From an optimization exercise on the open Yosys and OpenROAD flow, aimed at small area, a short achievable clock period and few clock cycles; shortcuts taken in it are not production practice.
Only simulation tests tie the RTL to the original design; equivalence was not proved.
Power is estimated from default activity; no workload was simulated.

[flow/design.v]
module mont_mul (
    input  wire [65:0] s,
    input  wire [65:0] c,
    input  wire        ci,
    input  wire [1:0]  d,
    input  wire [1:0]  pb,       
    input  wire [64:0] b,
    input  wire [63:0] n,
    output wire [65:0] so,
    output wire [65:0] co,
    output wire        cio
);
    wire [1:0] u  = s[1:0] + c[1:0] + pb + {1'b0, ci};
    wire [1:0] q  = n[1] ? u : {u[1] ^ u[0], u[0]};
    wire [67:0] pp0 = d[0] ? {3'b000, b}       : 68'd0;
    wire [67:0] pp1 = d[1] ? {2'b00, b, ci}    : {67'd0, ci};
    wire [67:0] qq0 = q[0] ? {4'b0000, n}      : 68'd0;
    wire [67:0] qq1 = q[1] ? {3'b000, n, 1'b0} : 68'd0;
    wire [67:0] s0  = {2'b00, s};
    wire [67:0] c0  = {2'b00, c};
    wire [67:0] s1 = s0 ^ c0 ^ pp0;
    wire [67:0] c1 = {((s0 & c0) | (s0 & pp0) | (c0 & pp0)), 1'b0};
    wire [67:0] s2 = s1 ^ c1 ^ pp1;
    wire [67:0] c2 = {((s1 & c1) | (s1 & pp1) | (c1 & pp1)), 1'b0};
    wire [67:0] s3 = s2 ^ c2 ^ qq0;
    wire [67:0] c3 = {((s2 & c2) | (s2 & qq0) | (c2 & qq0)), 1'b0};
    wire [67:0] s4 = s3 ^ c3 ^ qq1;
    wire [67:0] c4 = {((s3 & c3) | (s3 & qq1) | (c3 & qq1)), 1'b0};
    assign so  = s4[67:2];
    assign co  = c4[67:2];
    assign cio = s4[1];
endmodule
module mrpt_mr (
    input  wire        clk,
    input  wire        rst,
    input  wire        start,
    input  wire [1:0]  wsel,
    input  wire [63:0] p,
    output reg         busy,
    output reg         done,
    output reg         res,
    output reg         err,
    output reg  [23:0] aux
);
    localparam [255:0] SIEVE_PRIME =
        256'h08028228800800a28028208820a00a08800228a20208828828208a20a08a28ac;
    localparam [63:0] CASCADE_BOUND = 64'd1795265022;
    localparam [63:0] SIEVE_LEN     = 64'd255;
    localparam [3:0] S_IDLE  = 4'd0,
                     S_TZ    = 4'd2,
                     S_MSB   = 4'd3,
                     S_WIT   = 4'd4,
                     S_CONV  = 4'd5,
                     S_NEXT  = 4'd6,
                     S_MUL   = 4'd7,
                     S_CPA   = 4'd8,
                     S_LD    = 4'd9,
                     S_DBL   = 4'd10,
                     S_LDW   = 4'd11;
    localparam [1:0] P_LOOP = 2'd0,    
                     P_SQS  = 2'd1,    
                     P_CHK  = 2'd2;    
    localparam [1:0] D_X = 2'd0, D_A = 2'd1, D_ONE = 2'd2;
    localparam [1:0] A_ZERO = 2'd0,    
                     A_STEP = 2'd1,    
                     A_DBL  = 2'd2,    
                     A_X    = 2'd3;    
    reg [3:0]  state;
    reg [63:0] n;         
    reg [1:0]  ws;        
    reg        casc;
    reg [5:0]  s;         
    reg [5:0]  msb;       
    reg [5:0]  idx;       
    reg [2:0]  widx;
    reg        sq;        
    reg [6:0]  cnt;       
    reg [1:0]  ph;
    reg [1:0]  dsel;
    reg [64:0] x;         
    reg [64:0] ar;        
    reg [65:0] acc_s;
    reg [65:0] acc_c;
    reg        acc_ci;
    reg [1:0]  dig;
    reg [1:0]  pb;        
    function [30:0] witness(input w64, input [2:0] i);
        begin
            if (w64) begin
                case (i)
                    3'd0:    witness = 31'd2;
                    3'd1:    witness = 31'd325;
                    3'd2:    witness = 31'd9375;
                    3'd3:    witness = 31'd28178;
                    3'd4:    witness = 31'd450775;
                    3'd5:    witness = 31'd9780504;
                    default: witness = 31'd1795265022;
                endcase
            end else begin
                case (i)
                    3'd0:    witness = 31'd2;
                    3'd1:    witness = 31'd7;
                    default: witness = 31'd61;
                endcase
            end
        end
    endfunction
    wire range_err = (ws == 2'd0) ? (n[63:8]  != 56'd0) :
                     (ws == 2'd1) ? (n[63:16] != 48'd0) :
                     (ws == 2'd2) ? (n[63:32] != 32'd0) : 1'b0;
    wire do_casc   = (ws == 2'd3) && (n < CASCADE_BOUND);
    wire [1:0] ews = do_casc ? 2'd2 : ws;
    wire nbit = n[idx];
    wire       is64 = (ws == 2'd3);               
    wire [5:0] dlen = 6'd4 << ws;                 
    wire [6:0] wtop = (7'd8 << ws) - 7'd1;        
    wire [5:0] jc   = idx;
    wire last_wit = is64 ? (widx == 3'd6) : (widx == 3'd2);
    wire [30:0] wval = witness(is64, widx);
    wire [65:0] st_s, st_c;
    wire        st_ci;
    mont_mul u_step (
        .s   (acc_s),
        .c   (acc_c),
        .ci  (acc_ci),
        .d   (dig),
        .pb  (pb),
        .b   (x),
        .n   (n),
        .so  (st_s),
        .co  (st_c),
        .cio (st_ci)
    );
    wire [65:0] sum = acc_s + acc_c + {65'd0, acc_ci};
    wire [64:0] dbl = sum[65] ? {acc_s[63:0], 1'b0} : {sum[63:0], 1'b0};
    wire [67:0] dpad  = {3'b000, (dsel == D_A) ? ar : x};
    wire [1:0]  dnext = (dsel == D_ONE) ? 2'b00 : dpad[{cnt[5:0] + 6'd1, 1'b0} +: 2];
    wire a_one = (ar == 65'd1);
    wire a_nm1 = (ar == {1'b0, n[63:1], 1'b0});
    reg [1:0]  go_dsel;
    reg [1:0]  x0;
    reg [1:0]  aload;
    reg [1:0]  dn;
    function [1:0] pbf(input [1:0] d, input [1:0] b);
        pbf = {(d[1] & b[0]) ^ (d[0] & b[1]), d[0] & b[0]};
    endfunction
    task launch(input [1:0] ds, input [1:0] phase);
        begin
            go_dsel = ds;
            dsel   <= ds;
            ph     <= phase;
            cnt    <= 7'd0;
            state  <= S_MUL;
        end
    endtask
    task loop_step;
        begin
            if (idx == s) begin
                idx <= 6'd0;
                launch(D_ONE, P_CHK);
            end else begin
                idx <= idx - 6'd1;
                sq  <= 1'b1;
                launch(D_X, P_LOOP);
            end
        end
    endtask
    task finish(input r, input e, input [23:0] ax);
        begin
            res   <= r;
            err   <= e;
            aux   <= ax;
            done  <= 1'b1;
            busy  <= 1'b0;
            state <= S_IDLE;
        end
    endtask
    always @(posedge clk) begin
        go_dsel = D_X;
        x0      = x[1:0];
        aload   = A_ZERO;
        case (state)
            S_IDLE: if (!busy) begin
                n  <= p;
                ws <= wsel;
            end else begin
                casc <= do_casc;
                ws   <= ews;
                idx  <= 6'd1;
                widx <= 3'd0;
                if (range_err) begin
                    finish(1'b0, 1'b1, 24'd0);
                end else if (n == 64'd1 || n[0] == 1'b0) begin
                    finish(n == 64'd2, 1'b0, 24'h0000F0);
                end else if (n < SIEVE_LEN) begin
                    finish(SIEVE_PRIME[n[7:0]], 1'b0,
                           {16'h0000, 4'hF, 1'b0, do_casc, 2'd1});
                end else begin
                    state <= S_TZ;
                end
            end
            S_TZ: begin
                if (nbit) begin
                    s     <= idx;
                    idx   <= wtop[5:0];
                    state <= S_MSB;
                end else begin
                    idx <= idx + 6'd1;
                end
            end
            S_MSB: begin
                if (nbit) begin
                    msb   <= idx;
                    state <= S_WIT;
                end else begin
                    idx <= idx - 6'd1;
                end
            end
            S_WIT: begin
                x     <= {34'd0, wval};
                state <= S_LDW;
            end
            S_LDW: begin
                aload = A_X;
                cnt   <= {dlen, 1'b0} + 7'd2;
                state <= S_CONV;
            end
            S_CONV: begin
                x   <= dbl;
                cnt <= cnt - 7'd1;
                if (cnt == 7'd1) begin
                    ar    <= dbl;
                    idx   <= msb;
                    sq    <= 1'b0;
                    ph    <= P_LOOP;
                    state <= S_NEXT;
                end else begin
                    aload = A_DBL;
                end
            end
            S_LD: begin
                aload = A_X;
                state <= S_DBL;
            end
            S_DBL: begin
                x     <= dbl;
                sq    <= 1'b0;
                state <= S_NEXT;
            end
            S_NEXT: begin
                if (ph == P_LOOP) begin
                    loop_step;
                end else begin
                    if (a_nm1 || (jc == 6'd0 && a_one)) begin
                        if (last_wit) begin
                            finish(1'b1, 1'b0, {2'b00, s, 8'h00, 4'hF, 1'b0, casc, 2'd2});
                        end else begin
                            widx  <= widx + 3'd1;
                            state <= S_WIT;
                        end
                    end else if (a_one || jc + 6'd1 >= s) begin
                        finish(1'b0, 1'b0, {2'b00, s, 8'h00, 1'b0, widx, 1'b0, casc, 2'd2});
                    end else begin
                        idx <= idx + 6'd1;
                        launch(D_X, P_SQS);
                    end
                end
            end
            S_MUL: begin
                aload = A_STEP;
                cnt <= cnt + 7'd1;
                if (cnt[5:0] == dlen)
                    state <= S_CPA;
            end
            S_CPA: begin
                x0 = sum[1:0];
                if (ph == P_CHK) begin
                    ar    <= sum[64:0];
                    state <= S_NEXT;
                end else begin
                    x <= sum[64:0];
                    if (ph == P_SQS) begin
                        launch(D_ONE, P_CHK);
                    end else if (sq && nbit) begin
                        if (widx == 3'd0) begin
                            state <= S_LD;         
                        end else begin
                            sq <= 1'b0;
                            launch(D_A, P_LOOP);
                        end
                    end else begin
                        loop_step;
                    end
                end
            end
            default: state <= S_IDLE;
        endcase
        if (!busy && start) begin
            busy <= 1'b1;
            done <= 1'b0;
        end
        case (aload)
            A_STEP:  begin acc_s <= st_s;              acc_c <= st_c;          acc_ci <= st_ci; end
            A_DBL:   begin acc_s <= {1'b0, dbl};       acc_c <= {2'b11, ~n};   acc_ci <= 1'b1;  end
            A_X:     begin acc_s <= {1'b0, x};         acc_c <= {2'b11, ~n};   acc_ci <= 1'b1;  end
            default: begin acc_s <= 66'd0;             acc_c <= 66'd0;         acc_ci <= 1'b0;  end
        endcase
        dn  = (state == S_MUL)    ? dnext :
              (go_dsel == D_X)    ? x0 :
              (go_dsel == D_A)    ? ar[1:0] : 2'b01;
        dig <= dn;
        pb  <= pbf(dn, (state == S_MUL) ? x[1:0] : x0);
        if (rst) begin
            state <= S_IDLE;
            busy  <= 1'b0;
            done  <= 1'b0;
        end
    end
endmodule
[flow/flow/run.sh]
#!/bin/bash
# Layout: the standard ORFS flow (standard.sh, unchanged synthesis and
# steps), with repair_timing asked for a larger setup margin so that it keeps
# improving the critical paths below the 11 ns constraint. The SDC (clock
# period, I/O delays, loads) is the standard flow's, unchanged.
set -euo pipefail
bash standard.sh SETUP_SLACK_MARGIN=7.5 finish > standard_flow.log 2>&1
[flow/standard.sh]
#!/bin/bash
# synth_recipe.tcl (not shown) runs the flow's synth.tcl, then flattens the netlist and writes it again
# the make line also repeats each setting of config.mk as NAME=value (left out here)
make -C /OpenROAD-flow-scripts/flow DESIGN_CONFIG=/design/flow/config.mk WORK_HOME=/design/flow/orfs CLKGATE_MAP_FILE= SYNTH_SCRIPT=/design/flow/synth_recipe.tcl "${@:-finish}"
[flow/config.mk]
export PLATFORM = sky130hd
export DESIGN_NAME = mrpt_mr
export DESIGN_NICKNAME = mrpt_mr
export VERILOG_FILES = /design/flow/design.v
export SDC_FILE = /design/flow/constraint.sdc
export NUM_CORES = 4
export LEC_CHECK = 0
export CAP_MARGIN = 20
export CORE_MARGIN = 2
export CORE_UTILIZATION = 55
export PLACE_DENSITY = 0.7
export SLEW_MARGIN = 20
[flow/constraint.sdc]
create_clock -name core_clock -period 11.0 [get_ports {clk}]
set_input_delay 2.2000 -clock core_clock [delete_from_list [all_inputs] [get_ports {clk}]]
set_output_delay 2.2000 -clock core_clock [all_outputs]
set_load 0.01 [all_outputs]
==> impl_results.html <==
<table>
<tr><th>Metric</th><th>Value</th></tr>
<tr><th colspan="2">Detailed routing</th></tr>
<tr><td>Number of vias after detailed routing</td><td>28000</td></tr>
<tr><td>Number of vias per cell</td><td>6.74</td></tr>
<tr><td>Detailed Route WL</td><td>119000 um</td></tr>
<tr><td>Number of antenna-violating nets in the routed design</td><td>0</td></tr>
<tr><td>Routed len/inst</td><td>28.6 um</td></tr>
<tr><td>DR pass1 iterations</td><td>6</td></tr>
<tr><td>DRC</td><td>0</td></tr>
<tr><td>DR iter-0 viols</td><td>3746</td></tr>
<tr><th colspan="2">Clock tree</th></tr>
<tr><td>TritonCTS clock tree</td><td>built</td></tr>
<tr><td>Hold-fix buffer count after cts</td><td>0</td></tr>
<tr><td>H-tree depth</td><td>2</td></tr>
<tr><td>Clock root buffer master</td><td>clkbuf_16</td></tr>
<tr><td>Worst-Skew Late Latency</td><td>0.61 ns</td></tr>
<tr><td>Total clock buffers created by CTS</td><td>46</td></tr>
<tr><td>Maximum clock insertion buffer count</td><td>3</td></tr>
<tr><td>TritonCTS sink count</td><td>388</td></tr>
<tr><td>Clock Pin Slew Worst Setup and Hold Paths</td><td>0.06 ns</td></tr>
<tr><th colspan="2">Worst setup path</th></tr>
<tr><td>Type of destination of the critical path</td><td>flop</td></tr>
<tr><td>Critical Path RT</td><td>11.32 ns</td></tr>
<tr><td>Critical path's slowest cell</td><td>fa_2</td></tr>
<tr><td>Crit-path max FO</td><td>3</td></tr>
<tr><td>Peak per-stage delay on the critical path</td><td>0.42 ns</td></tr>
<tr><td>Data arrival time of the critical path</td><td>4.14 ns</td></tr>
<tr><td>Cell repeated most along the worst path</td><td>buf_6</td></tr>
<tr><td>Buffering stage count on the worst path with inverters included</td><td>4</td></tr>
<tr><td>Kind of launch point of the worst setup path</td><td>flop</td></tr>
<tr><td>Crit Path Category</td><td>flop to flop</td></tr>
<tr><td>Top cell family by delay on the critical path</td><td>compound AO/OA/AOI/OAI gates</td></tr>
<tr><td>Cells along the critical path</td><td>fa_2, fa_2, a21o_1, a221o_2, buf_6, buf_6, a311oi_4, buf_6, a211oi_4, nor3b_2, buf_4, o21ai_2, xor2_1, mux2i_2, mux2i_1</td></tr>
<tr><th colspan="2">Floorplan</th></tr>
<tr><td>Initial Util</td><td>0.559</td></tr>
<tr><td>Top-level port count</td><td>97</td></tr>
<tr><td>Placement Rows</td><td>87</td></tr>
<tr><td>Std-Cell Core Area</td><td>56600 um^2</td></tr>
<tr><td>Full die area</td><td>59500 um^2</td></tr>
<tr><td>Height of the die</td><td>244 um</td></tr>
<tr><td>Overall die width</td><td>244 um</td></tr>
<tr><th colspan="2">Global routing</th></tr>
<tr><td>Total gr overflow</td><td>0</td></tr>
<tr><td>Antenna violations before repair</td><td>6</td></tr>
<tr><td>GRT Util Overall</td><td>0.388</td></tr>
<tr><td>Maximum number of pins on one net before global-route repair</td><td>77</td></tr>
<tr><td>Wire length of the first global-routing pass</td><td>172000 um</td></tr>
<tr><td>Vias in the first global route</td><td>27100</td></tr>
<tr><th colspan="2">Place</th></tr>
<tr><td>Buffers on Ports</td><td>85</td></tr>
<tr><td>Cell Area, Placed</td><td>33000 um^2</td></tr>
<tr><td>Worst slack at placement</td><td>5.86 ns</td></tr>
<tr><td>Gpl congestion</td><td>1.04</td></tr>
<tr><td>DPL Wire Length</td><td>79800 um</td></tr>
<tr><th colspan="2">Yosys</th></tr>
<tr><td>Most common cell in the synthesized netlist</td><td>nand2_1</td></tr>
<tr><td>Async set-reset flop share out of synthesis</td><td>0</td></tr>
<tr><td>Synth top area cells</td><td>edfxtp_1 (23%), fa_1 (16%), dfxtp_1 (9.0%), and2_1 (3.9%), nand2_1 (3.8%)</td></tr>
<tr><td>Predominant post-synthesis flop cell</td><td>edfxtp_1</td></tr>
<tr><td>Number of standard cells after synthesis</td><td>3223</td></tr>
<tr><td>Average cell area after synthesis</td><td>9.82 um^2</td></tr>
<tr><td>Total of flip-flops plus latches after synthesis</td><td>388</td></tr>
<tr><td>Share of the synthesized area in the top cell type</td><td>0.232</td></tr>
<tr><td>Number of unique standard cell types used by synthesis</td><td>100</td></tr>
<tr><td>Sequential area share after synthesis</td><td>0.323</td></tr>
<tr><td>Count of flip-flops with a built-in enable after synthesis</td><td>245</td></tr>
<tr><td>Synth Cell Area</td><td>31700 um^2</td></tr>
<tr><td>Synthesis Warnings</td><td>1</td></tr>
<tr><td>Yosys top cell by area</td><td>edfxtp_1</td></tr>
<tr><td>Top post-synthesis cells by count</td><td>nand2_1 (320), inv_1 (293), fa_1 (260), edfxtp_1 (245), o21ai_0 (204)</td></tr>
<tr><th colspan="2">Timing</th></tr>
<tr><td>Number of hold violations in the final report</td><td>0</td></tr>
<tr><td>Number of max-slew violations in the final report</td><td>0</td></tr>
<tr><td>Final worst path period share</td><td>0.348</td></tr>
<tr><td>Relative slew slack</td><td>0.201</td></tr>
<tr><td>Unrepaired setup endpoints after global routing</td><td>yes</td></tr>
<tr><td>Min Tclk post-route</td><td>3.83 ns</td></tr>
<tr><td>Transition time at the pin with the least slew margin</td><td>1.20 ns</td></tr>
<tr><td>Worst Skew</td><td>0.0227 ns</td></tr>
<tr><td>Total of endpoints with negative setup slack in the final report</td><td>0</td></tr>
<tr><td>Final worst slack</td><td>7.17 ns</td></tr>
<tr><td>Max Fclk</td><td>261 MHz</td></tr>
<tr><td>Post-route setup TNS</td><td>0 ns</td></tr>
<tr><th colspan="2">Power</th></tr>
<tr><td>Pwr per Cell Area</td><td>122 nW/um^2</td></tr>
<tr><td>Largest voltage drop on the vdd net</td><td>180 uV</td></tr>
<tr><td>Static Leakage</td><td>15.0 nW</td></tr>
<tr><th colspan="2">Hold path</th></tr>
<tr><td>Worst hold path class</td><td>flop to flop</td></tr>
<tr><th colspan="2">Final layout</th></tr>
<tr><td>Fraction of final layout cells sized beyond drive strength 1</td><td>0.184</td></tr>
<tr><td>Fill cell count</td><td>4439</td></tr>
<tr><td>Area Growth Syn to Fin</td><td>20.5%</td></tr>
<tr><td>Post-Layout Inst Area</td><td>38200 um^2</td></tr>
<tr><td>Core occupancy in the finished layout</td><td>0.674</td></tr>
<tr><td>Nets</td><td>3779</td></tr>
<tr><th colspan="2">Outcome</th></tr>
<tr><td>Status</td><td>no timing/DRC/antenna violations</td></tr>
<tr><th colspan="2">Run</th></tr>
<tr><td>Max-capacitance violation count</td><td>0</td></tr>
</table>
-- area by class of cell --
class,instances,area (um^2),area share
Clock buffer,68,1350,0.0352
Multi-Input combinational cell,2363,21400,0.561
Sequential cell,388,10300,0.269
Inverter,296,1120,0.0294
Antenna cell,2,5.00,0.000131
Timing Repair Buffer,262,2850,0.0748
Clock inverter,17,218,0.00571
Tap cell,756,946,0.0248
-- routing by layer --
layer,share of wire,vias to the layer above,GRT usage
met5,0.00091,-,0.00980
met4,0.072,9,0.213
met3,0.12,547,0.106
met2,0.43,2000,0.581
met1,0.37,13800,0.511
li1,-,11600,-
-- timing repair --
item,in CTS,in global routing
resized for setup,278,227
gates cloned,8,6
hold endpoints to repair,0,0
buffers inserted,66,71
pin swaps,41,87
endpoints found under the setup margin,377,337
-- kinds of logic after synthesis --
kind of cell	after synthesis	synth area share
other	1	0.000118
flip-flops	388	0.323
XOR/XNOR	133	0.0368
multiplexers	152	0.0694
AO/OA/AOI/OAI	773	0.159
adder cells (fa/ha/maj)	353	0.201
buffers and inverters	483	0.0626
AND/OR/NAND/NOR	940	0.148
-- power by group --
group / switching, mW / internal [mW] / leakage (nW)
sequential: 0.304 / 1.70 / 3.43
combinational: 0.609 / 0.412 / 10.8
clock: 0.670 / 0.962 / 0.760
total: 1.58 / 3.07 / 15.0
-- sequential cells by signal, indices dropped and copies added, names as in the netlist, 2 cells and up --
| signal | flops |
|---|---|
| idx | 6 |
| cnt | 7 |
| dsel | 2 |
| pb | 2 |
| acc_s | 66 |
| ph | 2 |
| s | 6 |
| x | 65 |
| ws | 2 |
| acc_c | 66 |
| state | 4 |
| msb | 6 |
| aux | 13 |
| dig | 2 |
| widx | 3 |
| ar | 65 |
| n | 64 |
-- per-stage QoR --
step	hold slack, ns	cells	power [mW]
2_1_floorplan	0.443	3233	2.47
3_5_place_dp	0.471	3914	2.91
5_1_grt	0.497	4152	4.76
6_report	0.474	4152	4.66
4_1_cts	0.480	4073	4.53
3_3_place_gp	0.452	3914	2.88
-- cell usage in the layout, fill, tap and decap left out, types with 37 or more instances in the layout --
cell / netlist / final
a21oi_1: 142 / 123
clkbuf_16: 0 / 52
ha_1: 93 / 59
xor2_1: 52 / 44
nand4_1: 38 / 38
edfxtp_1: 245 / 245
and2_1: 199 / 193
nor2_1: 135 / 120
dfxtp_1: 143 / 118
xnor2_1: 81 / 73
a21o_1: 43 / 43
inv_1: 293 / 281
mux2i_4: 0 / 37
buf_4: 18 / 104
nand3_1: 56 / 53
mux4_2: 49 / 49
nand2_1: 320 / 310
o21ai_0: 204 / 157
clkdlybuf4s50_1: 0 / 68
fa_1: 260 / 252
mux2i_1: 89 / 47
o21ai_1: 48 / 72
a22oi_1: 76 / 63
-- worst reg2reg max path, delay by kind of cell, from the launching register on --
| kind | cells | cell delay, ns |
|---|---|---|
| AO/OA/AOI/OAI | 5 | 0.98 |
| buffers and inverters | 4 | 0.60 |
| multiplexers | 2 | 0.37 |
| adder cells (fa/ha/maj) | 2 | 0.79 |
| flip-flops | 1 | 0.36 |
| AND/OR/NAND/NOR | 1 | 0.23 |
| XOR/XNOR | 1 | 0.20 |
-- worst paths after layout --
| path | start | endpoint | slack (ns) | cells past startpoint |
|---|---|---|---|---|
| worst max-delay path | acc_ci | ar[41] | 7.17 | 15 |
| worst min-delay path | done | done | 0.47 | 1 |
| worst max register to register | acc_ci | ar[41] | 7.17 | 15 |
| worst min register to register | done | done | 0.47 | 1 |
Testbench counts, summed over its fixed seeds: cycles 1,685,018.

-- what the ideal ports hide --
In the flow no input, the clock included, has a driving cell. The finished layout below was timed again as built, in two steps.
Step 1 sets driving cells, clkbuf_16 on the clock port and buf_2 on the other inputs (assumed; they add their load-dependent delay and slew).
Step 2 adds t to the input delays and takes it off the output delays; t is the mean of the earliest and latest rising clock arrival at the registers after step 1. Input paths then give back, and output paths get back, about the clock's delay inside the block.
a / b / c = ideal ports / drivers / drivers and shift; a / b = the first two.
t, ns: 0.668
setup WS [ns]: 7.172 / 7.172 / 7.172
clock arrival spread, ns: 0.024 / 0.024
worst register clock-pin slew, ns: 0.07 / 0.07
After both steps this run still meets setup and hold. The setup slack of this run moves by 0.000 ns with the drivers and by 0.000 ns with both steps.
